Background: an optimization exercise with open tools, aiming at small area. Do not read the settings as production practice. In this exercise RTL edits were held to simulation tests only and were not proved equivalent to the original. No activity file was given, so power comes from the tool's default toggle rates.

==> flow/design.v (excerpt) <==
module ota_core (
    input  wire        clk,
    input  wire        rst,
    input  wire        cmd_valid,
    output wire        cmd_ready,
    input  wire [2:0]  cmd_op,
    input  wire [31:0] cmd_arg,
    input  wire        in_valid,
    output wire        in_ready,
    input  wire [7:0]  in_data,
    output wire        rsp_valid,
    output wire [31:0] rsp_data,
    output wire        out_valid,
    output wire [7:0]  out_data,
    output wire        dict_we,
    output wire [10:0] dict_waddr,
    output wire [7:0]  dict_wdata,
    output wire [10:0] dict_raddr,
    input  wire [7:0]  dict_rdata
);
Size: about 830 cells after synthesis, roughly 250 flip-flops, roughly 9200 µm² of cells after synthesis.
clock: 10.0 ns
lec_check: 0
cap_margin: 20
core_margin: 2
core_utilization: 65
slew_margin: 20
standard.sh (not shown) runs the stock make flow with config.mk's settings and CLKGATE_MAP_FILE= SYNTH_SCRIPT=/design/flow/synth_recipe.tcl, a recipe that flattens the netlist after the stock synthesis.
==> flow/flow/run.sh <==
#!/bin/bash
# Standard ORFS layout, with the port buffers made from the smallest buffer
# cell and a clock tree without dummy loads.
set -euo pipefail
export BUFFER_PORTS_ARGS="-buffer_cell sky130_fd_sc_hd__buf_1"
export CTS_ARGS="-sink_clustering_enable -repair_clock_nets -dont_use_dummy_load -sink_clustering_size 8 -sink_clustering_max_diameter 40 -buf_list sky130_fd_sc_hd__clkbuf_4"
bash standard.sh > standard.log 2>&1
The baseline passed the timing, design-rule and antenna checks.
Rerun with:
--- a/flow/design.v
+++ b/flow/design.v
@@ -39,18 +39,18 @@
     localparam [2:0] SQ_INIT  = 3'd4;     
     localparam [2:0] SQ_POLL  = 3'd5;     
     localparam [2:0] SQ_PEND  = 3'd6;     
     localparam [2:0] SQ_RSP   = 3'd7;     
     localparam [2:0] R_ZERO = 3'd0;
     localparam [2:0] R_ONE  = 3'd1;
-    localparam [2:0] R_WR   = 3'd2;
-    localparam [2:0] R_CFG  = 3'd3;       
-    localparam [2:0] R_M8   = 3'd4;
-    localparam [2:0] R_M9   = 3'd5;
-    localparam [2:0] R_M10  = 3'd6;
-    localparam [2:0] R_M11  = 3'd7;
+    localparam [2:0] R_CFG  = 3'd2;       
+    localparam [2:0] R_M8   = 3'd3;
+    localparam [2:0] R_M9   = 3'd4;
+    localparam [2:0] R_M10  = 3'd5;
+    localparam [2:0] R_M11  = 3'd6;
+    localparam [2:0] R_WR   = 3'd7;
     localparam [1:0] T_FLAG = 2'd0;
     localparam [1:0] T_COL  = 2'd1;
     localparam [1:0] T_CPW  = 2'd2;
     localparam [1:0] T_CPY  = 2'd3;
     reg [4:0]  ph;
     reg [2:0]  sq;
@@ -105,33 +105,43 @@
     wire wcur_2030 = (wcur == 11'd2030);
     wire ws   = wcur[ph[3:0]];
     wire wk   = (ph == 5'd0) || (ph == 5'd4);
     wire wci  = ph0 ? 1'b0 : wc;
     wire wsum = ws ^ wk ^ wci;
     wire wlo_c = (ws & wk) | (ws & wci) | (wk & wci);
-    wire [3:0] nib = rk[2] ? {~(rk[1] | rk[0]), rk[1] | rk[0], rk[1] ^ rk[0], rk[0]}
-                           : {3'b000, rk[0]};
-    wire rbit = (rk == R_WR)    ? ((ph < 5'd11) ? wsum : W[0]) :
-                (ph[4:2] != 3'd0) ? rk[2] : nib[ph[1:0]];
+    reg rbit;
+    always @* begin
+        case (rk)
+        R_ZERO: rbit = 1'b0;
+        R_ONE:  rbit = ph0;
+        R_CFG:  rbit = ph0;
+        R_M8:   rbit = (ph >= 5'd3);
+        R_M9:   rbit = (ph != 5'd3);
+        R_M10:  rbit = (ph != 5'd0) && (ph != 5'd3);
+        R_M11:  rbit = (ph != 5'd1) && (ph != 5'd3);
+        default: rbit = (ph < 5'd11) ? wsum : W[0];
+        endcase
+    end
     function [2:0] st_res(input [2:0] s);
         case (s)
         ST_HEADER, ST_FILE: st_res = R_ZERO;
         ST_DONE:  st_res = R_ONE;
         ST_MAGIC: st_res = R_M9;
         ST_ELEN:  st_res = R_M8;
         default:  st_res = R_M11;
         endcase
     endfunction
     wire zin   = ph0 ? 1'b0 : zacc;
     wire l_dec = L[0] ^ ~zin;
-    wire dsrc = init ? L[0] : D[0];
-    wire dk   = init ? (ph == 5'd3) : ph0;
+    wire dk   = fd ? ph0 :
+                h_end ? ((ph == 5'd2) || (ph == 5'd4)) :
+                (ph == 5'd3);
     wire dbi  = ph0 ? 1'b0 : db;
-    wire d_sub = dsrc ^ dk ^ dbi;
-    wire dbo  = (~dsrc & (dk | dbi)) | (dk & dbi);
-    wire dwr  = fd || (hd && h_cov);
+    wire d_sub = D[0] ^ dk ^ dbi;
+    wire dbo  = (~D[0] & (dk | dbi)) | (dk & dbi);
+    wire dwr  = fd || (hd && h_end);
     wire wcarry = (ph == 5'd11) ? wrapf : wc;
     wire w_inc  = W[0] ^ wcarry;
     reg c_tap;
     always @* begin
         case (c2)
         2'd0: c_tap = C[0];
@@ -178,13 +188,15 @@
             if (cmd_fire)
                 L <= {1'b0, L[31:1]} | cmd_arg;    
             if (sq == SQ_RINIT)
                 M[31] <= MAGIC_DEFAULT[ph];
             else if (sq == SQ_EXEC && rk == R_CFG)
                 M[31] <= L[0];
-            if (init || dwr)
+            if (init)
+                D[31] <= L[0];
+            else if (dwr)
                 D[31] <= d_sub;
             db <= dbo;
             if (init)
                 W[31] <= 1'b0;
             else if (ph >= 5'd11)
                 W[31] <= w_inc;
@@ -198,16 +210,18 @@
                 H[31] <= bit_l;
             case (sq)
             SQ_POLL: zacc <= zin | L[0];
             SQ_PEND: zacc <= zin | D[0];
             default: zacc <= zin | vmis;
             endcase
-            if (hd && h_len && win && (D[0] != bit_l))
-                len_bad <= 1'b1;
-            if (init && ph31 && dbo)             
-                len_bad <= 1'b1;
+            if (hd && h_len) begin
+                if (win && (d_sub != bit_l))
+                    len_bad <= 1'b1;
+                if (ph31 && hv[1:0] == 2'd0 && dbo)
+                    len_bad <= 1'b1;
+            end
             if (hd && h_mag && win && (M[0] != bit_l))
                 mag_bad <= 1'b1;
             if (crc_rd && ph31)
                 c2 <= c2 + 2'd1;
             if (ph == 5'd11)
                 wrapf <= emit && wcur_2030;
@@ -289,15 +303,17 @@
             SQ_VCMP: if (ph31) begin
                 sq <= SQ_EXEC;
                 rk <= (zacc | vmis) ? R_M10 : R_ONE;
             end
             SQ_INIT: if (ph31 && wcur_2030) sq <= SQ_RSP;
             SQ_POLL: if (ph31) begin
-                if (hd && h_end)
+                if (hd && h_end) begin
+                    neg <= dbo;
                     st  <= len_bad ? ST_ELEN : mag_bad ? ST_MAGIC : ST_FILE;
-                if (dwr && dbo)
+                end
+                if (fd && dbo)
                     neg <= 1'b1;
                 if (!(zacc | L[0]))
                     sq <= SQ_PEND;
             end
             SQ_PEND: if (ph31) begin
                 sq <= SQ_EXEC;
Setup slack degrades by 0.15 ns.
Sequential power stays flat.
Count of clock-buffer cells in the layout fell by 1.
Global-route usage fell by 0.76 points.
Wire length fell by 1.8%.
Worst hold slack degrades by 0.0035 ns.
Design area fell by about 1%.
Non-clock buffer count rose by 2.
Core utilization fell by 0.42 points.
Power fell by about 1%.
Die area fell by about 1%.

-- re-timing with driven ports --
The results above use ideal ports. As a check the final layouts listed here were re-extracted and re-timed, cells and wires unchanged. Step 1 assumes that a clkbuf_16 drives the clock port and a buf_2 every other input. Step 2 moves the port delays by t, midway between the first and last clock arrival at a register: inputs arrive t later, outputs are due t later. That takes back most of the time a late clock gives input paths. a / b / c = ideal ports / drivers / drivers and shift; a / b = the first two.
run	t (ns)	slack for setup (ns)	latest minus earliest clock arrival (ns)
the first run	0.626	5.003 / 4.969 / 5.069	0.064 / 0.064
the second run	0.594	4.855 / 4.804 / 4.804	0.071 / 0.071
After both steps every run listed still meets setup and hold. For the second run, which loses most, drivers alone change the setup slack by -0.051 ns; drivers and shift together by -0.051 ns.
